This is an optimization exercise on Yosys and OpenROAD, whose aim is small area, a short achievable clock period and few clock cycles, not a production implementation. RTL that was checked went through simulation tests only; none was proved equivalent to the original. No functional check of the RTL was part of run 1. No activity file was given, so power comes from the tool's default toggle rates.

==> flow/design.v <==
module xcpu (
    input  logic        clk,
    input  logic        rst,         
    input  logic        start,
    output logic        busy,
    output logic        mem_req,
    output logic        mem_we,
    output logic [7:0]  mem_addr,
    output logic [31:0] mem_wdata,
    input  logic        mem_ready,
    input  logic [31:0] mem_rdata,
    output logic        out_valid,
    output logic [31:0] out_data,
    input  logic        out_ready,
    input  logic [3:0]  dbg_sel,
    output logic [31:0] dbg_data,
    output logic [7:0]  flags
);
    localparam int BPC = 2;
    localparam logic [3:0] XP = 4'd8, IP = 4'd9, SP = 4'd10, RP = 4'd11,
                           EXP = 4'd12, EIP = 4'd13;
    localparam logic [4:0] OP_HALT = 5'd0,  OP_INT   = 5'd1,  OP_NOOP = 5'd2,
                           OP_SET  = 5'd3,  OP_LOAD  = 5'd4,  OP_STORE = 5'd5,
                           OP_MOVE = 5'd6,  OP_PUSH  = 5'd7,  OP_POP   = 5'd8,
                           OP_INC  = 5'd9,  OP_DEC   = 5'd10, OP_CSTR  = 5'd11,
                           OP_TEST = 5'd12, OP_JUMP  = 5'd13, OP_JZ    = 5'd14,
                           OP_JNZ  = 5'd15, OP_JE    = 5'd16, OP_JNE   = 5'd17,
                           OP_CALL = 5'd18, OP_RET   = 5'd19, OP_SETTRAP = 5'd20,
                           OP_RAISE = 5'd21, OP_RESUME = 5'd22;
    typedef enum logic [3:0] {
        S_IDLE,    
        S_OPC,     
        S_OP1,     
        S_OP2,     
        S_DMEM,    
        S_EXEC,    
        S_TMP,     
        S_CSTR,    
        S_PSTR,    
        S_SVCW     
    } state_t;
    state_t state;
    logic [7:0][31:0] gr;      
    logic [31:0] xp, sp, rp, expr, eip;
    logic [7:0]  ip;           
    logic        f_halt, f_exc, f_zero, f_equal, f_greater, f_less, f_invaddr;
    logic [31:0] intid;
    logic [4:0]  op;           
    logic [3:0]  ra;           
    logic [7:0]  daddr;        
    logic [3:0]  rb;
    assign rb = daddr[3:0];
    logic        dvalid;       
    logic [31:0] tmp;          
    logic        pend;
    logic [1:0]  pkind;
    localparam logic [1:0] K_MOVE = 2'd0, K_INC = 2'd1, K_DEC = 2'd2, K_TEST = 2'd3;
    function automatic logic valid_addr(input logic [31:0] a);
        valid_addr = (a[31:8] == 24'd0);
    endfunction
    function automatic logic valid_reg(input logic [31:0] k);
        valid_reg = (k[31:4] == 28'd0) && (k[3:0] <= 4'd13);
    endfunction
    logic t_eq, t_lt;          
    assign t_eq = (tmp == rda);
    assign t_lt = ($signed(tmp) < $signed(rda));
    logic exec;                
    assign exec = pend && (state == S_OPC || state == S_EXEC);
    logic [3:0]  idx_a, ia_q, ia_n;
    logic        idle;         
    logic [31:0] rda;
    assign idx_a = idle ? dbg_sel : ia_q;
    always_comb begin
        case (idx_a)
            4'd8:    rda = xp;
            4'd9:    rda = {24'd0, ip};
            4'd10:   rda = sp;
            4'd11:   rda = rp;
            4'd12:   rda = expr;
            4'd13:   rda = eip;
            4'd14:   rda = intid;
            4'd15:   rda = 32'd0;
            default: rda = gr[idx_a[2:0]];
        endcase
    end
    logic        alu_pass, alu_inv_in, alu_inv_out;
    logic [31:0] alu_inc, alu_res;
    always_comb begin
        if (exec) begin
            alu_pass    = (pkind == K_MOVE);
            alu_inv_in  = (pkind == K_DEC);
            alu_inv_out = (pkind == K_DEC);
        end else begin                          
            alu_pass    = !rda[31] || ((state == S_OP1) ? mem_rdata[0] : intid[0]);
            alu_inv_in  = 1'b1;
            alu_inv_out = 1'b0;
        end
    end
    assign alu_inc = (rda ^ {32{alu_inv_in}}) + 32'd1;
    assign alu_res = alu_pass ? rda : (alu_inc ^ {32{alu_inv_out}});
    logic xp_valid, sp_valid, sp1_valid;
    assign xp_valid  = valid_addr(xp);
    assign sp_valid  = valid_addr(sp);
    assign sp1_valid = (sp_valid && sp[7:0] != 8'hFF) || (sp == 32'hFFFF_FFFF);
    logic [31:0] xp_inc;
    assign xp_inc = xp + 32'd1;
    logic [4:0] rop;
    logic       rop_known;
    assign rop       = mem_rdata[4:0];
    logic rd_hi0, rd_reg, rd_zero, rd_two, rd_01;
    assign rd_hi0    = (mem_rdata[31:8] == 24'd0);
    assign rop_known = rd_hi0 && (mem_rdata[7:5] == 3'd0) && (rop <= 5'd22);
    assign rd_reg    = rd_hi0 && (mem_rdata[7:4] == 4'd0) && (mem_rdata[3:0] <= 4'd13);
    assign rd_zero   = rd_hi0 && (mem_rdata[7:0] == 8'd0);
    assign rd_two    = rd_hi0 && (mem_rdata[7:0] == 8'd2);
    assign rd_01     = rd_hi0 && (mem_rdata[7:1] == 7'd0);
    logic op_r1;
    assign op_r1 = (op == OP_SET) || (op == OP_LOAD) || (op == OP_STORE) ||
                   (op == OP_MOVE) || (op == OP_TEST) || (op == OP_PUSH) ||
                   (op == OP_POP) || (op == OP_INC) || (op == OP_DEC);
    logic hold;
    assign hold = pend && (pkind != K_TEST) && (ra >= RP) &&
                  (!xp_valid || !rop_known ||
                   (rop == OP_RET) || (rop == OP_RAISE) || (rop == OP_RESUME));
    logic ld_st, d_valid;
    assign ld_st   = (op == OP_LOAD) || (op == OP_STORE);
    assign d_valid = ld_st ? dvalid : (op == OP_POP) ? sp1_valid : sp_valid;
    typedef enum logic [2:0] { P_IDLE, P_CHAR, P_CONV, P_SKIP, P_EMIT } pmode_t;
    pmode_t      pmode;
    logic [39:0] prr;
    logic        psign;        
    localparam int CW = (BPC == 1) ? 5 : (BPC == 2) ? 4 : (BPC == 4) ? 3 : 2;
    logic [CW-1:0] pcnt;
    logic [3:0]  pdig;
    logic p_free;              
    assign p_free = (pmode == P_IDLE) || (pmode == P_CHAR && out_ready) ||
                    (pmode == P_EMIT && !psign && pdig == 4'd0 && out_ready);
    logic [39:0] dd_step [BPC+1];
    always_comb begin
        dd_step[0] = prr;
        for (int s = 0; s < BPC; s++) begin
            logic [39:0] adj;
            for (int d = 0; d < 10; d++)
                adj[4*d +: 4] = ((7'(pcnt) * 7'(BPC) + 7'(s + 4) >= 7'(4 * d)) && dd_step[s][4*d +: 4] >= 4'd5)
                                ? dd_step[s][4*d +: 4] + 4'd3 : dd_step[s][4*d +: 4];
            dd_step[s+1] = {adj[38:0], adj[39]};
        end
    end
    logic [3:0] msd;           
    always_comb begin
        msd = 4'd0;
        for (int d = 1; d < 10; d++)
            if (prr[4*d +: 4] != 4'd0) msd = 4'(d);
    end
    logic [3:0] cur_digit;
    assign cur_digit = prr[4*pdig +: 4];
    always_comb begin
        out_valid = 1'b0;
        out_data  = prr[39:8];
        if (pmode == P_CHAR) begin
            out_valid = 1'b1;
        end else if (pmode != P_IDLE && psign) begin
            out_valid = 1'b1;
            out_data  = 32'd45;
        end else if (pmode == P_EMIT) begin
            out_valid = 1'b1;
            out_data  = {28'd3, cur_digit};
        end
    end
    always_comb begin
        mem_req   = 1'b0;
        mem_we    = 1'b0;
        mem_addr  = xp[7:0];
        mem_wdata = rda;
        case (state)
            S_OPC, S_OP1, S_OP2, S_CSTR: mem_req = xp_valid;
            S_DMEM: begin
                mem_req  = d_valid;
                mem_we   = (op == OP_STORE) || (op == OP_PUSH);
                mem_addr = ld_st ? daddr : (op == OP_POP) ? sp[7:0] + 8'd1 : sp[7:0];
            end
            S_PSTR: begin
                mem_req  = dvalid;
                mem_addr = daddr;
            end
            default: ;
        endcase
    end
    assign busy  = (state != S_IDLE) || (pmode != P_IDLE);
    assign flags = {f_invaddr, 1'b0, f_less, f_greater, f_equal, f_zero, f_exc, f_halt};
    assign dbg_data = rda;
    typedef enum logic [2:0] { X_KEEP, X_INC, X_WB, X_RP, X_EXP, X_EIP, X_ZERO } xsrc_t;
    state_t      nstate;
    logic        gw;               
    logic [31:0] wb;
    xsrc_t       xp_src;
    logic        ip_we;            
    logic        run_init;         
    logic        rp_call;          
    logic        exp_set;          
    logic        eip_ip, eip_xp;   
    logic        set_exc, set_inv, clr_exc, set_halt;
    logic        op_ld, ra_ld, rb_ld, ra_sp, intid_ld;
    logic        pend_set, pend_clr;
    logic [1:0]  pkind_n;
    logic        sptr_ld, sptr_inc;
    logic        pj_int, pj_chr;
    assign wb = (exec || (state == S_OP1 && op == OP_INT) || state == S_SVCW) ? alu_res : mem_rdata;
    always_comb begin
        nstate   = state;
        gw       = 1'b0;
        xp_src   = X_KEEP;
        ip_we    = 1'b0;
        run_init = 1'b0;
        rp_call  = 1'b0;
        exp_set  = 1'b0;
        eip_ip   = 1'b0;
        eip_xp   = 1'b0;
        set_exc  = 1'b0;
        set_inv  = 1'b0;
        clr_exc  = 1'b0;
        set_halt = 1'b0;
        op_ld    = 1'b0;
        ra_ld    = 1'b0;
        rb_ld    = 1'b0;
        ra_sp    = 1'b0;
        intid_ld = 1'b0;
        pend_set = 1'b0;
        pend_clr = exec;
        pkind_n  = pkind;
        sptr_ld  = 1'b0;
        sptr_inc = 1'b0;
        pj_int   = 1'b0;
        pj_chr   = 1'b0;
        if (exec && pkind != K_TEST && ra != IP) gw = 1'b1;
        case (state)
            S_IDLE: begin
                if (start && pmode == P_IDLE) begin
                    run_init = 1'b1;
                    nstate   = S_OPC;
                end
            end
            S_OPC: begin
                if (hold) begin
                end else if (!xp_valid) begin
                    set_inv = 1'b1;
                    set_exc = 1'b1;
                    ip_we   = 1'b1;
                    eip_xp  = 1'b1;
                    xp_src  = X_EXP;
                end else if (mem_ready) begin
                    ip_we  = 1'b1;
                    op_ld  = 1'b1;
                    xp_src = X_INC;
                    if (!rop_known || rop == OP_RAISE) begin
                        set_exc = 1'b1;
                        eip_xp  = 1'b1;
                        xp_src  = X_EXP;
                    end else begin
                        case (rop)
                            OP_HALT: begin
                                set_halt = 1'b1;
                                nstate   = S_IDLE;
                            end
                            OP_NOOP: ;
                            OP_RET:  xp_src = X_RP;
                            OP_RESUME: begin
                                clr_exc = 1'b1;
                                xp_src  = X_EIP;
                            end
                            OP_CSTR: nstate = S_CSTR;
                            default: nstate = S_OP1;
                        endcase
                    end
                end
            end
            S_OP1: begin
                if (!xp_valid) begin
                    set_inv = 1'b1;
                    set_exc = 1'b1;
                end else if (mem_ready) begin
                    if (op_r1 && !rd_reg) begin
                        set_exc = 1'b1;
                    end else begin
                        xp_src = X_INC;
                        ra_ld  = 1'b1;
                        nstate = S_OPC;
                        case (op)
                            OP_INT: begin
                                intid_ld = 1'b1;
                                if (rd_two) begin
                                    sptr_ld = 1'b1;
                                    nstate  = S_PSTR;
                                end else if (rd_01) begin
                                    if (p_free) begin
                                        pj_int = !mem_rdata[0];
                                        pj_chr = mem_rdata[0];
                                    end else begin
                                        nstate = S_SVCW;
                                    end
                                end
                            end
                            OP_PUSH, OP_POP: nstate = S_DMEM;
                            OP_INC, OP_DEC: begin
                                pend_set = 1'b1;
                                pkind_n  = (op == OP_INC) ? K_INC : K_DEC;
                                if (mem_rdata[3:0] == XP) nstate = S_EXEC;
                            end
                            OP_JUMP: xp_src = X_WB;
                            OP_JZ:   if (f_zero)   xp_src = X_WB;
                            OP_JNZ:  if (!f_zero)  xp_src = X_WB;
                            OP_JE:   if (f_equal)  xp_src = X_WB;
                            OP_JNE:  if (!f_equal) xp_src = X_WB;
                            OP_CALL: begin
                                rp_call = 1'b1;
                                xp_src  = X_WB;
                            end
                            OP_SETTRAP: exp_set = 1'b1;
                            default: nstate = S_OP2;   
                        endcase
                    end
                end
            end
            S_OP2: begin
                if (!xp_valid) begin
                    set_inv = 1'b1;
                    set_exc = 1'b1;
                end else if (mem_ready) begin
                    if ((op == OP_MOVE || op == OP_TEST) && !rd_reg) begin
                        set_exc = 1'b1;
                    end else begin
                        xp_src = X_INC;
                        rb_ld  = 1'b1;
                        nstate = S_OPC;
                        case (op)
                            OP_SET: if (ra != IP) gw = 1'b1;
                            OP_LOAD, OP_STORE: nstate = S_DMEM;
                            OP_MOVE: begin
                                pend_set = 1'b1;
                                pkind_n  = K_MOVE;
                                if (ra == XP) nstate = S_EXEC;
                            end
                            default: begin   
                                pend_set = 1'b1;
                                pkind_n  = K_TEST;
                                if (ra == XP) nstate = S_TMP;
                            end
                        endcase
                    end
                end
            end
            S_TMP: nstate = S_OPC;    
            S_DMEM: begin
                if (!d_valid || mem_ready) begin
                    nstate = S_OPC;
                    if (op == OP_PUSH || op == OP_POP) begin
                        ra_sp   = 1'b1;
                        pkind_n = (op == OP_PUSH) ? K_DEC : K_INC;
                    end
                    if (!d_valid) begin
                        set_inv  = 1'b1;
                        set_exc  = 1'b1;
                        pend_set = (op == OP_POP);
                    end else begin
                        if ((op == OP_LOAD || op == OP_POP) && ra != IP) gw = 1'b1;
                        pend_set = (op == OP_PUSH) || (op == OP_POP && ra != SP);
                    end
                end
            end
            S_EXEC: nstate = S_OPC;
            S_CSTR: begin
                if (!xp_valid) begin
                    set_inv = 1'b1;
                    set_exc = 1'b1;
                end else if (mem_ready) begin
                    xp_src = X_INC;
                    if (rd_zero) nstate = S_OPC;
                end
            end
            S_PSTR: begin
                if (!dvalid) begin
                    set_inv = 1'b1;
                    set_exc = 1'b1;
                end else if (mem_ready && p_free) begin
                    if (rd_zero) begin
                        nstate = S_OPC;
                    end else begin
                        pj_chr   = 1'b1;
                        sptr_inc = 1'b1;
                    end
                end
            end
            S_SVCW: begin
                if (p_free) begin
                    pj_int = !intid[0];
                    pj_chr = intid[0];
                    nstate = S_OPC;
                end
            end
            default: nstate = S_IDLE;
        endcase
        if (set_exc && state != S_OPC) begin
            eip_ip = 1'b1;
            xp_src = X_EXP;
            nstate = S_OPC;
        end
        if (run_init) xp_src = X_ZERO;
        gw       = (exec && pkind != K_TEST && ra != IP) ||
                   (state == S_OP2 && xp_valid && mem_ready && op == OP_SET && ra != IP) ||
                   (state == S_DMEM && d_valid && mem_ready &&
                    (op == OP_LOAD || op == OP_POP) && ra != IP);
        intid_ld = state == S_OP1 && xp_valid && mem_ready && op == OP_INT;
        exp_set  = state == S_OP1 && xp_valid && mem_ready && op == OP_SETTRAP;
        rp_call  = state == S_OP1 && xp_valid && mem_ready && op == OP_CALL;
        ip_we    = state == S_OPC && (mem_ready || !xp_valid);
        op_ld    = state == S_OPC && mem_ready;
        ra_ld    = state == S_OP1 && mem_ready;
        rb_ld    = state == S_OP2 && mem_ready;
        sptr_ld  = state == S_OP1 && op == OP_INT;
        sptr_inc = state == S_PSTR && dvalid && mem_ready && p_free;
    end
    logic [31:0] wbz;          
    assign wbz = rst ? 32'd0 : wb;
    logic [31:0] xp_d;
    always_comb begin
        case (xp_src)
            X_INC:   xp_d = xp_inc;
            X_RP:    xp_d = rp;
            X_EXP:   xp_d = expr;
            X_EIP:   xp_d = eip;
            X_ZERO:  xp_d = 32'd0;
            default: xp_d = wb;
        endcase
    end
    for (genvar i = 0; i < 8; i++) begin : g_gr
        always_ff @(posedge clk)
            if (rst || (gw && ra == 4'(i))) gr[i] <= wbz;
    end
    always_ff @(posedge clk) begin
        if (rst)                               xp <= 32'd0;
        else if (gw && ra == XP)               xp <= wb;
        else if (xp_src != X_KEEP)             xp <= xp_d;
        if (rst)                               ip <= 8'd0;
        else if (ip_we)                        ip <= xp[7:0];
        if (rst)                               sp <= 32'd0;
        else if (gw && ra == SP)               sp <= wb;
        else if (run_init)                     sp <= 32'd255;
        if (rst || run_init)                   rp <= 32'd0;
        else if (gw && ra == RP)               rp <= wb;
        else if (rp_call)                      rp <= xp_inc;
        if (rst)                               expr <= 32'd0;
        else if ((gw && ra == EXP) || exp_set) expr <= wb;
        if (rst)                               eip <= 32'd0;
        else if (eip_ip)                       eip <= {24'd0, ip};
        else if (eip_xp)                       eip <= xp;
        else if (gw && ra == EIP)              eip <= wb;
        if (rst)                               intid <= 32'd0;
        else if (intid_ld)                     intid <= mem_rdata;
    end
    always_ff @(posedge clk) begin
        if (rst) begin
            state     <= S_IDLE;
            f_halt    <= 1'b0;
            f_exc     <= 1'b0;
            f_zero    <= 1'b0;
            f_equal   <= 1'b0;
            f_greater <= 1'b0;
            f_less    <= 1'b0;
            f_invaddr <= 1'b0;
            pend      <= 1'b0;
        end else begin
            state <= nstate;
            if (run_init) f_halt <= 1'b0;
            if (set_halt) f_halt <= 1'b1;
            if (clr_exc)  f_exc  <= 1'b0;
            if (set_exc)  f_exc  <= 1'b1;
            if (set_inv)  f_invaddr <= 1'b1;
            if (exec && pkind == K_TEST) begin
                f_zero    <= (tmp == 32'd0);
                f_equal   <= t_eq;
                f_greater <= !t_lt && !t_eq;
                f_less    <= t_lt;
            end
            if (pend_set)      pend <= 1'b1;
            else if (pend_clr) pend <= 1'b0;
        end
    end
    always_comb begin
        case (state)
            S_OP1, S_OP2, S_DMEM: ia_n = ia_q;    
            S_TMP:   ia_n = rb;
            default: ia_n = 4'd0;
        endcase
        if (mem_ready || (state == S_DMEM && !d_valid)) case (state)
            S_OP1:   ia_n = (op == OP_INT) ? 4'd0 : mem_rdata[3:0];
            S_OP2:   ia_n = (ld_st || (op == OP_TEST && ra == XP)) ? ra : mem_rdata[3:0];
            S_DMEM:  ia_n = SP;
            default: ;
        endcase
    end
    always_ff @(posedge clk) begin
        idle <= rst || nstate == S_IDLE;
        ia_q <= ia_n;
        tmp <= rda;
        if (op_ld) op <= rop;
        if (ra_ld) ra <= mem_rdata[3:0];
        if (ra_sp) ra <= SP;
        if (rb_ld) begin
            daddr  <= mem_rdata[7:0];
            dvalid <= rd_hi0;
        end
        if (pend_set) pkind <= pkind_n;
        if (sptr_ld) begin
            daddr  <= rda[7:0];
            dvalid <= valid_addr(rda);
        end
        if (sptr_inc) begin
            daddr <= daddr + 8'd1;
            if (daddr == 8'd255) dvalid <= 1'b0;
        end
    end
    always_ff @(posedge clk) begin
        if (rst) begin
            pmode <= P_IDLE;
            psign <= 1'b0;
        end else begin
            case (pmode)
                P_CHAR: if (out_ready) pmode <= P_IDLE;
                P_CONV: begin
                    if (psign && out_ready) psign <= 1'b0;
                    prr   <= dd_step[BPC];
                    pcnt  <= pcnt + 1'b1;
                    if (pcnt == CW'(32 / BPC - 1)) pmode <= P_SKIP;
                end
                P_SKIP: begin
                    if (psign && out_ready) psign <= 1'b0;
                    pdig  <= msd;
                    pmode <= P_EMIT;
                end
                P_EMIT: begin
                    if (psign) begin
                        if (out_ready) psign <= 1'b0;
                    end else if (out_ready) begin
                        if (pdig == 4'd0) pmode <= P_IDLE;
                        else              pdig  <= pdig - 4'd1;
                    end
                end
                default: ;
            endcase
            if (pj_chr) begin
                pmode <= P_CHAR;
                prr   <= {wb, 8'd0};
            end else if (pj_int) begin
                pmode <= P_CONV;
                psign <= rda[31];
                if (wb[31:8] == 24'd0) begin
                    prr  <= {wb[7:0], 32'd0};
                    pcnt <= CW'(24 / BPC);
                end else if (wb[31:16] == 16'd0) begin
                    prr  <= {wb[15:0], 24'd0};
                    pcnt <= CW'(16 / BPC);
                end else begin
                    prr  <= {wb, 8'd0};
                    pcnt <= '0;
                end
            end
        end
    end
endmodule
==> flow/flow/run.sh <==
#!/bin/bash
# The standard layout (standard.sh), with two changes to how it builds:
# the port buffers are buf_1 cells, and the clock tree uses clkbuf_8/16
# cells without dummy loads.
set -euo pipefail
export BUFFER_PORTS_ARGS="-buffer_cell sky130_fd_sc_hd__buf_1"
export CTS_ARGS="-sink_clustering_enable -repair_clock_nets -buf_list {sky130_fd_sc_hd__clkbuf_8 sky130_fd_sc_hd__clkbuf_16} -sink_clustering_size 30 -sink_clustering_max_diameter 80 -dont_use_dummy_load"
bash standard.sh > make_flow.log 2>&1
==> flow/standard.sh <==
#!/bin/bash
# synth_recipe.tcl (not shown) runs the flow's synth.tcl, then flattens the netlist and writes it again
# the make line also repeats each setting of config.mk as NAME=value (left out here)
make -C /OpenROAD-flow-scripts/flow DESIGN_CONFIG=/design/flow/config.mk WORK_HOME=/design/flow/orfs CLKGATE_MAP_FILE= SYNTH_SCRIPT=/design/flow/synth_recipe.tcl "${@:-finish}"
==> flow/config.mk <==
export PLATFORM = sky130hd
export DESIGN_NAME = xcpu
export DESIGN_NICKNAME = xcpu
export VERILOG_FILES = /design/flow/design.v
export SDC_FILE = /design/flow/constraint.sdc
export NUM_CORES = 4
export LEC_CHECK = 0
export CAP_MARGIN = 30
export CORE_MARGIN = 2
export CORE_UTILIZATION = 35
export PLACE_DENSITY = 0.5
export SETUP_SLACK_MARGIN = 4
export SLEW_MARGIN = 30
==> flow/constraint.sdc <==
create_clock -name core_clock -period 10.0 [get_ports {clk}]
set_input_delay 2.0000 -clock core_clock [delete_from_list [all_inputs] [get_ports {clk}]]
set_output_delay 2.0000 -clock core_clock [all_outputs]
set_load 0.01 [all_outputs]
==> results of run 1 <==
## per-stage QoR
step | cells | instance area, um^2 | hold WS, ps | setup WS [ps]
2_1_floorplan | 3718 | 34050 | 432.9 | 3669
3_3_place_gp | 4979 | 35980 | 443.1 | 1513
6_report | 5236 | 40990 | 459.0 | 3583
4_1_cts | 5148 | 39360 | 457.8 | 3688
3_5_place_dp | 4980 | 36040 | 447.6 | 1361
5_1_grt | 5234 | 40990 | 479.2 | 3569
## placed cells by master, fill, tap and decap left out, types with 42 or more instances in the layout
cell type  synthesis  final
and2_1            58     51
edfxtp_1         319    319
nand3_1          109    106
a221oi_1          55     45
ha_1              82     79
buf_6              8     85
inv_1             94     90
mux2i_1          107     87
clkbuf_16          0     42
a21oi_1          269    258
a211oi_1          50     47
buf_4             56    258
nand2_1          415    405
nor3_1            94     74
buf_1             14    120
dfxtp_1          258    256
nor4_1            58     42
nor2_1           351    325
o21ai_0          190    173
a22oi_1           87     87
nand4_1           43     43
xnor2_1           66     65
## metal layers
metal,GRT usage [%],vias up,routed length (um)
li1,-,14310,-
met1,42.79,16410,66030
met2,48.49,1968,71850
met3,6.430,424,16480
met4,16.10,0,9246
met5,0,-,0
## final timing paths
| check | startpoint | to | slack, ps | cells past startpoint |
|---|---|---|---|---|
| max | dbg_sel[0] | prr[24] | 3580 | 21 |
| min | intid[16] | intid[16] | 460 | 2 |
| max reg2reg | ia_q[1] | prr[24] | 3650 | 21 |
| min reg2reg | intid[16] | intid[16] | 460 | 2 |
## critical path, cell delays in order
cell and delay, ps:
clkbuf_16 140, buf_12 130, and3b_2 230, buf_12 160, a32o_2 340, a2111oi_4 660
a311oi_4 70, buf_12 180, xnor2_4 140, ha_2 210, inv_1 60, a221o_2 380
nor3_4 210, mux2_4 330, a211oi_4 360, nor4_4 100, and3b_2 250, buf_12 150
buf_8 130, a311o_1 310, and3_1 180
## cells by family after synthesis
family / after synthesis / synth area share, %
AOI/OAI and AO/OA: 1063 / 21.34
xor gates and xnor gates: 101 / 2.625
adders and majority gates: 84 / 3.104
buffers and inverters: 404 / 5.458
DFF: 577 / 43.75
muxes: 140 / 4.556
other: 1 / 0.01113
and+or+nand+nor: 1348 / 19.15
## area by class of cell
class / count / area (um^2) / share of cell area (%)
Tap cell: 1265 / 1583 / 3.861
Multi-Input combinational cell: 2742 / 19080 / 46.54
Sequential cell: 577 / 14750 / 35.98
Clock buffer: 40 / 1001 / 2.442
Antenna cell: 2 / 5.005 / 0.01221
Timing Repair Buffer: 512 / 4190 / 10.22
Inverter: 98 / 387.9 / 0.9462
## state kept, by name, indices dropped and copies added, names as in the netlist, 4 cells and up
register  count
intid        32
state         4
op            5
daddr         8
ra            4
tmp          32
ia_q          4
sp           32
pcnt          4
pdig          4
xp           32
prr          40
ip            8
gr          256
rp           32
expr         32
eip          32
## power by group
group          total (uW)  switching (uW)  internal, uW
sequential           2750             111          2640
combinational        1850            1160           694
clock                1570             856           710
total                6170            2130          4050
## what timing repair did
action | CTS | global route
resized for setup | 263 | 226
hold buffers | 0 | 0
setup buffers | 123 | 83
cloned | 5 | 3
setup endpoints to repair | 461 | 207
pin swaps | 65 | 68
==> impl_metrics.env, run 1 <==
export IMPL_yosysMostFrequentCell="nand2_1"
export IMPL_fin_crit_ps=6417
export IMPL_post_dp_hpwl_um=113000
export IMPL_crit_arrival_ps=6800
export IMPL_fin_util_pct=43.08
export IMPL_cap_violations=0
export IMPL_synth_cell_types=108
export IMPL_drive_above_1_share_pct=19.50
export IMPL_worst_skew_pair_late_latency_ps=660
export IMPL_p_per_area_nw_per_um2=150.6
export IMPL_synthFlopType="edfxtp_1"
export IMPL_wl_per_cell_um=31.25
export IMPL_num_rows=113
export IMPL_min_path_type="flip-flop to flip-flop"
export IMPL_leakagePower_uw=0.01440
export IMPL_fmax_mhz=155.8
export IMPL_wl_um=163600
export IMPL_synthArstFlopShare_pct=0
export IMPL_synth_seq_area_share_pct=43.75
export IMPL_num_vias=33110
export IMPL_setup_viol=0
export IMPL_startpoint_type="input pin"
export IMPL_grt_usage_pct=31.81
export IMPL_antenna_found_initial=2
export IMPL_final_nets=4094
export IMPL_maxSlewHeadroom_pct=30.70
export IMPL_slew_violations=0
export IMPL_port_buffers=155
export IMPL_synth_area_leader_cell="edfxtp_1"
export IMPL_gp_congestion=1.014
export IMPL_htreeDepth=2
export IMPL_drtAntennaViolNets=0
export IMPL_ys_ff_latch=577
export IMPL_overflow=0
export IMPL_irDropWorstVdd_v=0.0001531
export IMPL_clk_path_buf_depth=3
export IMPL_pin_count=157
export IMPL_synthTopCellsByCount="nand2_1 (415), nor2_1 (351), edfxtp_1 (319)"
export IMPL_tightestPinTransition_ps=1032
export IMPL_nFillCells=9336
export IMPL_cp_max_fo=8
export IMPL_grt_pass1_wl_um=227500
export IMPL_drc=0
export IMPL_dieArea_um2=98780
export IMPL_drtPass1Iterations=8
export IMPL_die_x_um=314.3
export IMPL_netlist_area_um2=33700
export IMPL_outcome="complete, no violations"
export IMPL_cts_root_buffer="clkbuf_16"
export IMPL_synth_nets=3841
export IMPL_period_share_pct=64.17
export IMPL_ys_warn_count=2
export IMPL_tns_ps=0
export IMPL_grt_pass1_vias=30310
export IMPL_cts_tree="done"
export IMPL_drtIter0Drc=4347
export IMPL_grt_max_degree=52
export IMPL_syn_instance_count=3718
export IMPL_clkTransAtPathRegs_ps=90
export IMPL_power_uw=6172
export IMPL_ys_top_cells_by_area="edfxtp_1 (28%), dfxtp_1 (15%), nand2_1 (4.6%), a21oi_1 (4.0%), nor2_1 (3.9%)"
export IMPL_synth_top_cell_area_share_pct=28.43
export IMPL_area_delta_synth_final_pct=21.65
export IMPL_critical_path_required_ps=10380
export IMPL_fin_skew_ps=78.02
export IMPL_cts_sinks=577
export IMPL_numCtsBuffers=40
export IMPL_hold_violations=0
export IMPL_synth_edf_count=319
export IMPL_die_y_um=314.3
export IMPL_coreArea_um2=95150
export IMPL_syn_avg_cell_area_um2=9.063
export IMPL_grt_setup_unrepaired="yes"
export IMPL_start_util_pct=35.41
export IMPL_path_class="input pin to flip-flop"
export IMPL_cp_end_kind="flip-flop"
export IMPL_vias_per_cell=6.324
==> run 2: changes to the inputs <==
--- a/flow/design.v
+++ b/flow/design.v
@@ -69,7 +69,20 @@
     logic [3:0]  idx_a, ia_q, ia_n;
     logic        idle;         
     logic [31:0] rda;
-    assign idx_a = idle ? dbg_sel : ia_q;
+    assign idx_a = ia_q;
+    always_comb begin
+        case (dbg_sel)
+            4'd8:    dbg_data = xp;
+            4'd9:    dbg_data = {24'd0, ip};
+            4'd10:   dbg_data = sp;
+            4'd11:   dbg_data = rp;
+            4'd12:   dbg_data = expr;
+            4'd13:   dbg_data = eip;
+            4'd14:   dbg_data = intid;
+            4'd15:   dbg_data = 32'd0;
+            default: dbg_data = gr[dbg_sel[2:0]];
+        endcase
+    end
     always_comb begin
         case (idx_a)
             4'd8:    rda = xp;
@@ -132,9 +145,16 @@
     localparam int CW = (BPC == 1) ? 5 : (BPC == 2) ? 4 : (BPC == 4) ? 3 : 2;
     logic [CW-1:0] pcnt;
     logic [3:0]  pdig;
+    logic r0_lt8, r0_lt16;
+    assign r0_lt8  = (rda[31:8] == 24'd0) || (rda[31:8] == 24'hFF_FFFF && rda[7:0] != 8'd0);
+    assign r0_lt16 = (rda[31:16] == 16'd0) || (rda[31:16] == 16'hFFFF && rda[15:0] != 16'd0);
     logic p_free;              
     assign p_free = (pmode == P_IDLE) || (pmode == P_CHAR && out_ready) ||
                     (pmode == P_EMIT && !psign && pdig == 4'd0 && out_ready);
+    logic p_ld, p_ld_chr;
+    assign p_ld     = p_free && ((state == S_OP1 && op == OP_INT) || state == S_SVCW ||
+                                 (state == S_PSTR && dvalid && mem_ready));
+    assign p_ld_chr = (state == S_OP1) ? mem_rdata[0] : (state == S_SVCW) ? intid[0] : 1'b1;
     logic [39:0] dd_step [BPC+1];
     always_comb begin
         dd_step[0] = prr;
@@ -188,7 +208,6 @@
     end
     assign busy  = (state != S_IDLE) || (pmode != P_IDLE);
     assign flags = {f_invaddr, 1'b0, f_less, f_greater, f_equal, f_zero, f_exc, f_halt};
-    assign dbg_data = rda;
     typedef enum logic [2:0] { X_KEEP, X_INC, X_WB, X_RP, X_EXP, X_EIP, X_ZERO } xsrc_t;
     state_t      nstate;
     logic        gw;               
@@ -547,22 +566,18 @@
                 end
                 default: ;
             endcase
+            if (p_ld) begin
+                if (p_ld_chr)     prr <= {wb, 8'd0};
+                else if (r0_lt8)  prr <= {wb[7:0], 32'd0};
+                else if (r0_lt16) prr <= {wb[15:0], 24'd0};
+                else              prr <= {wb, 8'd0};
+            end
             if (pj_chr) begin
                 pmode <= P_CHAR;
-                prr   <= {wb, 8'd0};
             end else if (pj_int) begin
                 pmode <= P_CONV;
                 psign <= rda[31];
-                if (wb[31:8] == 24'd0) begin
-                    prr  <= {wb[7:0], 32'd0};
-                    pcnt <= CW'(24 / BPC);
-                end else if (wb[31:16] == 16'd0) begin
-                    prr  <= {wb[15:0], 24'd0};
-                    pcnt <= CW'(16 / BPC);
-                end else begin
-                    prr  <= {wb, 8'd0};
-                    pcnt <= '0;
-                end
+                pcnt  <= r0_lt8 ? CW'(24 / BPC) : r0_lt16 ? CW'(16 / BPC) : '0;
             end
         end
     end
==> flow/flow/run.sh (replaced) <==
#!/bin/bash
# The standard layout (standard.sh), with two changes to how it builds:
# the port buffers are buf_1 cells, and the clock tree uses clkbuf_4/8
# cells without dummy loads.
set -euo pipefail
export BUFFER_PORTS_ARGS="-buffer_cell sky130_fd_sc_hd__buf_1"
export CTS_ARGS="-sink_clustering_enable -repair_clock_nets -buf_list {sky130_fd_sc_hd__clkbuf_4 sky130_fd_sc_hd__clkbuf_8} -dont_use_dummy_load"
bash standard.sh > make_flow.log 2>&1
==> run 2 against run 1 <==
Cell count decreased by 0.40%; still clean on timing, DRC and antenna; flip-flop and latch count decreased by 1; design area decreased by 0.86%; synthesized area increased by 7.4%; utilization decreased by 3.3 points; global-route usage decreased by 0.99 points; clock-buffer cell count increased by 67; routed wire length increased by 3.0%; combinational power increased to 2.6 times the previous value; worst hold slack improved by 25 ps.
==> impl_metrics.env, run 2 <==
export IMPL_antenna_found_initial=16
export IMPL_grt_usage_pct=30.82
export IMPL_crit_path_start="dbg_sel[2]"
export IMPL_grt_setup_unrepaired="yes"
export IMPL_synth_top_cell_area_share_pct=26.48
export IMPL_setup_viol=0
export IMPL_layout_common_cells="nand2_1 (350), edfxtp_1 (319), nor2_1 (305)"
export IMPL_cap_violations=0
export IMPL_grt_pass1_wl_um=238500
export IMPL_cts_root_buffer="clkbuf_8"
export IMPL_num_rows=117
export IMPL_reg2reg_slack_ps=4040
export IMPL_synth_area_leader_cell="edfxtp_1"
export IMPL_drtAntennaViolNets=0
export IMPL_hold_violations=0
export IMPL_area_delta_synth_final_pct=12.34
export IMPL_syn_avg_cell_area_um2=9.718
export IMPL_fin_crit_ps=6031
export IMPL_syn_instance_count=3723
export IMPL_ys_top_cells_by_area="edfxtp_1 (26%), dfxtp_1 (14%), mux4_2 (7.8%), nand2_1 (3.7%), a21oi_1 (3.4%)"
export IMPL_post_dp_hpwl_um=117000
export IMPL_die_y_um=325.5
export IMPL_num_vias=33650
export IMPL_p_per_area_nw_per_um2=242.4
export IMPL_numCtsBuffers=107
export IMPL_drtIter0Drc=4417
export IMPL_wl_per_cell_um=32.32
export IMPL_yosysMostFrequentCell="nand2_1"
export IMPL_cts_tree="done"
export IMPL_ys_warn_count=2
export IMPL_final_nets=3967
export IMPL_clkTransAtPathRegs_ps=50
export IMPL_nFillCells=10260
export IMPL_reg_top3="gr: 256 flops, prr: 40 flops"
export IMPL_synthArstFlopShare_pct=0
export IMPL_cp_max_fo=29
export IMPL_overflow=0
export IMPL_hold_end="f_halt"
export IMPL_synthFlopType="edfxtp_1"
export IMPL_period_share_pct=60.31
export IMPL_pin_count=157
export IMPL_holdBufCountCts=0
export IMPL_leakagePower_uw=0.01386
export IMPL_netlist_area_um2=36180
export IMPL_dieArea_um2=106000
export IMPL_worst_slack_ps=3969
export IMPL_startpoint_type="input pin"
export IMPL_vias_per_cell=6.453
export IMPL_gp_congestion=1.005
export IMPL_tns_ps=0
export IMPL_tightestPinTransition_ps=1012
export IMPL_dpl_worst_slack_ps=2724
export IMPL_drtPass1Iterations=6
export IMPL_synth_seq_area_share_pct=40.70
export IMPL_drive_above_1_share_pct=15.15
export IMPL_port_buffers=155
export IMPL_htreeDepth=3
export IMPL_ys_ff_latch=576
export IMPL_wl_um=168500
export IMPL_die_x_um=325.5
export IMPL_multi_input_area_um2=20320
export IMPL_final_common_cell="nand2_1"
export IMPL_largest_reg_flops=256
export IMPL_drc=0
export IMPL_crit_arrival_ps=4030
export IMPL_fmax_mhz=165.8
export IMPL_fin_skew_ps=129.6
export IMPL_reg2reg_from="ia_q[1]"
export IMPL_synth_cell_types=114
export IMPL_irDropWorstVdd_v=0.0001579
export IMPL_clk_path_buf_depth=3
export IMPL_seq_area_um2=14740
export IMPL_hp_start="f_halt"
export IMPL_reg2regPathDepth=11
export IMPL_reg2reg_to="gr[123]"
export IMPL_outcome="complete, no violations"
export IMPL_slew_violations=0
export IMPL_top_register="gr"
export IMPL_synth_nets=3846
export IMPL_cts_sinks=576
export IMPL_synth_edf_count=319
export IMPL_grt_pass1_vias=31470
export IMPL_maxSlewHeadroom_pct=32.27
export IMPL_coreArea_um2=102200
export IMPL_critical_path_required_ps=8000
export IMPL_worst_skew_pair_late_latency_ps=830
export IMPL_min_path_cells=2
export IMPL_grt_max_degree=54
export IMPL_synthTopCellsByCount="nand2_1 (356), nor2_1 (321), edfxtp_1 (319)"
export IMPL_cp_end_kind="output pin"
export IMPL_start_util_pct=35.41
export IMPL_path_class="input pin to output pin"
export IMPL_min_path_type="flip-flop to flip-flop"
-- run 2: changes by cell type after synthesis, sizes merged, moves of 17 or more --
cell / delta
mux4: +122
a22oi: +70
nand2: -58
a222oi: -36
buf: -35
nand3b: +31
nor2: -26
a21oi: -25
clkbuf: +20
nor3: -20
nand3: -19
nand4: +17
-- run 2: final cells by class --
| cell class | instances | share of cell area, % |
|---|---|---|
| Timing Repair Buffer | 303 | 4.944 |
| Antenna cell | 5 | 0.03079 |
| Clock buffer | 107 | 3.623 |
| Inverter | 102 | 0.9451 |
| Tap cell | 1368 | 4.211 |
| Multi-Input combinational cell | 2754 | 49.99 |
| Sequential cell | 576 | 36.26 |
-- run 2: how the worst max path moves through the flow --
stage	endpoint	depth (start not counted)
floorplan	dbg_data[1]	6
global placement	xp[9]	15
detailed placement	xp[9]	15
CTS	dbg_data[19]	10
global route	dbg_data[28]	10
finish	dbg_data[28]	10
-- run 2: per-stage QoR --
stage                     utilization [%]  power, uW  instances  cell area (um^2)  hold slack (ps)
final                               39.78       9850       5215             40640            483.7
after global routing                39.77      10180       5211             40630            510.6
after CTS                           39.48       9675       5202             40340            483.7
after detailed placement            37.59       7698       5086             38410            474.9
after global placement              37.49       7686       5082             38310            463.3
after floorplan                         -       5882       3723             36190            444.6
-- run 2: report_power, final --
group / internal (uW) / switching (uW)
logic: 1510 / 3250
registers: 2800 / 395
clock network: 931 / 971
-- run 2: cells by family after synthesis --
| logic type | count (synthesis) | share of synthesized area (%) |
|---|---|---|
| flip-flops | 576 | 40.70 |
| buffers and inverters | 393 | 4.797 |
| adder cells (fa/ha/maj) | 82 | 2.836 |
| XOR/XNOR | 96 | 2.324 |
| other | 1 | 0.01036 |
| multiplexers | 277 | 12.37 |
| AND/OR/NAND/NOR | 1232 | 16.63 |
| AO/OA/AOI/OAI | 1066 | 20.33 |
-- run 2: worst max-delay path, stage by stage --
cell and delay, ps:
buf_2 230, buf_16 220, nand2b_2 220, nor2_2 60, buf_6 230, a22oi_1 240
nand2_1 80, a221oi_1 320, o21ai_0 220, buf_1 170
-- run 2: per-layer routing --
metal / routed length [um] / GRT usage, % / up-vias
li1: - / - / 14390
met1: 66190 / 40.11 / 16470
met2: 72780 / 46.51 / 2265
met3: 17840 / 7.446 / 518
met4: 11690 / 18.23 / 6
met5: 46 / 0 / -
-- run 2: repair_timing --
action / CTS / global route
hold endpoints to repair: 0 / 0
pin swaps: 3 / 1
gates resized for setup: 73 / 44
endpoints found under the setup margin: 168 / 183
cloned: 3 / 1
setup buffers: 6 / 7
Testbench counts of run 2, summed over its fixed seeds: cycles 36,233.
==> run 3: changes to the inputs <==
==> flow/flow/run.sh (replaced) <==
#!/bin/bash
# The standard layout (standard.sh), with two changes to how it builds:
# the port buffers are buf_1 cells, and the clock tree uses clkbuf_8/16
# cells in clusters of up to 20 sinks, without dummy loads.
set -euo pipefail
export BUFFER_PORTS_ARGS="-buffer_cell sky130_fd_sc_hd__buf_1"
export CTS_ARGS="-sink_clustering_enable -repair_clock_nets -buf_list {sky130_fd_sc_hd__clkbuf_8 sky130_fd_sc_hd__clkbuf_16} -sink_clustering_size 20 -sink_clustering_max_diameter 60 -dont_use_dummy_load"
bash standard.sh > make_flow.log 2>&1
==> run 3 against run 2 <==
Worst hold slack got worse by 0.65 ps; cell count fell by 0.63%; clock-buffer cell count fell by 36; largest cell class unchanged; setup slack got worse by 50 ps; critical path type unchanged; sequential power barely moved; combinational power barely moved; register-to-register slack improved by 40 ps.
==> impl_metrics.env, run 3 <==
export IMPL_outcome="complete, no violations"
export IMPL_fin_util_pct=40.10
export IMPL_synth_top_cell_area_share_pct=26.48
export IMPL_synthArstFlopShare_pct=0
export IMPL_startpoint_type="input pin"
export IMPL_cp_max_fo=29
export IMPL_p_per_area_nw_per_um2=248.0
export IMPL_fmax_mhz=164.5
export IMPL_min_path_cells=2
export IMPL_num_vias=33510
export IMPL_port_buffers=155
export IMPL_setup_viol=0
export IMPL_drtPass1Iterations=8
export IMPL_synth_nets=3846
export IMPL_netlist_area_um2=36180
export IMPL_grt_usage_pct=30.82
export IMPL_swShare_pct=45.47
export IMPL_die_x_um=325.5
export IMPL_fin_skew_ps=82.95
export IMPL_final_common_cell="nand2_1"
export IMPL_ys_ff_latch=576
export IMPL_tns_ps=0
export IMPL_cp_end_kind="output pin"
export IMPL_coreArea_um2=102200
export IMPL_start_util_pct=35.41
export IMPL_crit_arrival_ps=4080
export IMPL_clkTransAtPathRegs_ps=60
export IMPL_syn_avg_cell_area_um2=9.718
export IMPL_largest_reg_flops=256
export IMPL_fin_crit_ps=6081
export IMPL_min_path_type="flip-flop to flip-flop"
export IMPL_synth_seq_area_share_pct=40.70
export IMPL_leakagePower_uw=0.01396
export IMPL_maxSlewHeadroom_pct=30.18
export IMPL_irDropWorstVdd_v=0.0001572
export IMPL_reg2regPathDepth=14
export IMPL_grt_max_degree=54
export IMPL_synth_cell_types=114
export IMPL_overflow=0
export IMPL_pwr_share_comb_pct=46.9
export IMPL_path_class="input pin to output pin"
export IMPL_ys_warn_count=2
export IMPL_pwr_share_clk_pct=21.7
export IMPL_power_internal_uw=5541
export IMPL_antenna_found_initial=14
export IMPL_final_nets=3932
export IMPL_wl_um=168300
export IMPL_top_register="gr"
export IMPL_period_share_pct=60.81
export IMPL_drtAntennaViolNets=0
export IMPL_synth_area_leader_cell="edfxtp_1"
export IMPL_grt_pass1_wl_um=238200
export IMPL_drtIter0Drc=4278
export IMPL_slew_violations=0
export IMPL_htreeDepth=3
export IMPL_layout_common_cells="nand2_1 (350), edfxtp_1 (319), nor2_1 (305)"
export IMPL_die_y_um=325.5
export IMPL_worst_skew_pair_late_latency_ps=660
export IMPL_area_delta_synth_final_pct=13.26
export IMPL_dieArea_um2=106000
export IMPL_synth_edf_count=319
export IMPL_drc=0
export IMPL_post_dp_hpwl_um=117000
export IMPL_syn_instance_count=3723
export IMPL_grt_setup_unrepaired="yes"
export IMPL_wl_per_cell_um=32.49
export IMPL_cts_root_buffer="clkbuf_16"
export IMPL_cts_tree="done"
export IMPL_yosysMostFrequentCell="nand2_1"
export IMPL_clk_path_buf_depth=3
export IMPL_synthTopCellsByCount="nand2_1 (356), nor2_1 (321), edfxtp_1 (319)"
export IMPL_cts_sinks=576
export IMPL_critical_path_required_ps=8000
export IMPL_cap_violations=0
export IMPL_p_sw_uw=4620
export IMPL_holdBufCountCts=0
export IMPL_reg_top3="gr: 256 flops, prr: 40 flops"
export IMPL_drive_above_1_share_pct=14.29
export IMPL_num_rows=117
export IMPL_numCtsBuffers=71
export IMPL_p_seq_share_pct=31.4
export IMPL_ys_top_cells_by_area="edfxtp_1 (26%), dfxtp_1 (14%), mux4_2 (7.8%), nand2_1 (3.7%), a21oi_1 (3.4%)"
export IMPL_tightestPinTransition_ps=1043
export IMPL_gp_congestion=1.005
export IMPL_hold_violations=0
export IMPL_synthFlopType="edfxtp_1"
export IMPL_pin_count=157
export IMPL_grt_pass1_vias=31230
export IMPL_vias_per_cell=6.466
-- run 3: what timing repair did --
| item | 4_1_cts | 5_1_grt |
|---|---|---|
| pin swaps | 2 | 3 |
| cloned | 3 | 1 |
| resized for setup | 71 | 46 |
| setup endpoints to repair | 181 | 216 |
| hold endpoints to repair | 0 | 0 |
| setup buffers | 4 | 10 |
-- run 3: critical path: stages --
cell and delay, ps:
buf_2 220, buf_16 220, nand2b_2 220, nor2_2 60
buf_6 230, a22oi_1 230, nand2_1 70, a221oi_1 340
o21ai_1 280, buf_1 190
-- run 3: kinds of logic (layout without fill, tap and decap cells) --
group	Yosys count	in the layout	share of synthesized area [%]
XOR/XNOR	96	96	2.324
AND/OR/NAND/NOR	1232	1232	16.63
multiplexers	277	277	12.37
AO/OA/AOI/OAI	1066	1066	20.33
buffers and inverters	393	477	4.797
other	1	8	0.01036
flip-flops	576	576	40.70
adder cells (fa/ha/maj)	82	82	2.836
-- run 3: worst paths after layout --
kind | end | slack, ps | startpoint
max reg2reg | gr[123] | 4080 | ia_q[2]
min reg2reg | f_halt | 480 | f_halt
max | dbg_data[31] | 3920 | dbg_sel[2]
min | f_halt | 480 | f_halt
-- run 3: per-stage QoR --
stage,setup WS (ps),cells,hold WS (ps),instance area [um^2],power (uW)
after global routing,3855,5176,511.9,40960,10490
after global placement,2290,5082,463.3,38310,7686
final,3919,5182,483.0,40980,10160
after CTS,3956,5164,483.7,40630,9969
after detailed placement,2724,5086,474.9,38410,7698
after floorplan,4061,3723,444.6,36190,5882
-- run 3: area by class of cell --
| type | instances | area (um^2) |
|---|---|---|
| diodes | 7 | 17.52 |
| clock buffers | 71 | 1777 |
| fillers | 10190 | 61200 |
| inverters | 102 | 384.1 |
| multi-input cells | 2754 | 20320 |
| flip-flops and latches | 576 | 14740 |
| well taps | 1368 | 1712 |
| repair buffers | 304 | 2031 |
-- run 3: per-layer routing --
layer	track usage [%]	routed length, um	part of all wire [%]	up-vias
li1	-	-	-	14350
met1	40.27	66280	39	16500
met2	46.29	72610	43	2134
met3	7.689	17950	11	511
met4	17.84	11450	6.8	10
met5	0	63	0.037	-
-- run 3: power groups by stage --
stage | Combinational [uW] | Sequential [uW] | Clock (uW)
finish | 4760 | 3190 | 2210
floorplan | 2910 | 2970 | 0
global route | 4970 | 3200 | 2320
CTS | 4570 | 3160 | 2240
detailed placement | 4490 | 3200 | 0
global placement | 4480 | 3210 | 0

-- afterwards: timing with drivers on the ports --
Ports are ideal in the flow. The routed layouts listed here were re-timed in OpenROAD. Step 1: set_driving_cell puts a clkbuf_16 on clk and a buf_2 on each other input, an assumption about the parent block. Step 2, shift: input delay + t, output delay - t, t = (earliest + latest rising clock arrival at the registers) / 2. This alone moves slack from input paths to output paths. a / b / c = ideal / step 1 / step 2; a / b = the first two.
run	t, ns	slack for setup (ns)	hold WS [ns]	worst register clock-pin slew, ns	worst slew at a driven data input, ns
run 1	0.682	3.583 / 3.610 / 2.927	0.459 / 0.459 / 0.459	0.12 / 0.12	0.11
run 2	0.834	3.969 / 3.886 / 3.431	0.484 / 0.484 / 0.484	0.07 / 0.07	0.15
run 3	0.698	3.919 / 3.829 / 3.442	0.483 / 0.483 / 0.483	0.08 / 0.08	0.17
After both steps setup and hold are still met in every run listed. The setup slack of run 1, which loses most, moves by +0.027 ns with the drivers and by -0.656 ns with both steps.
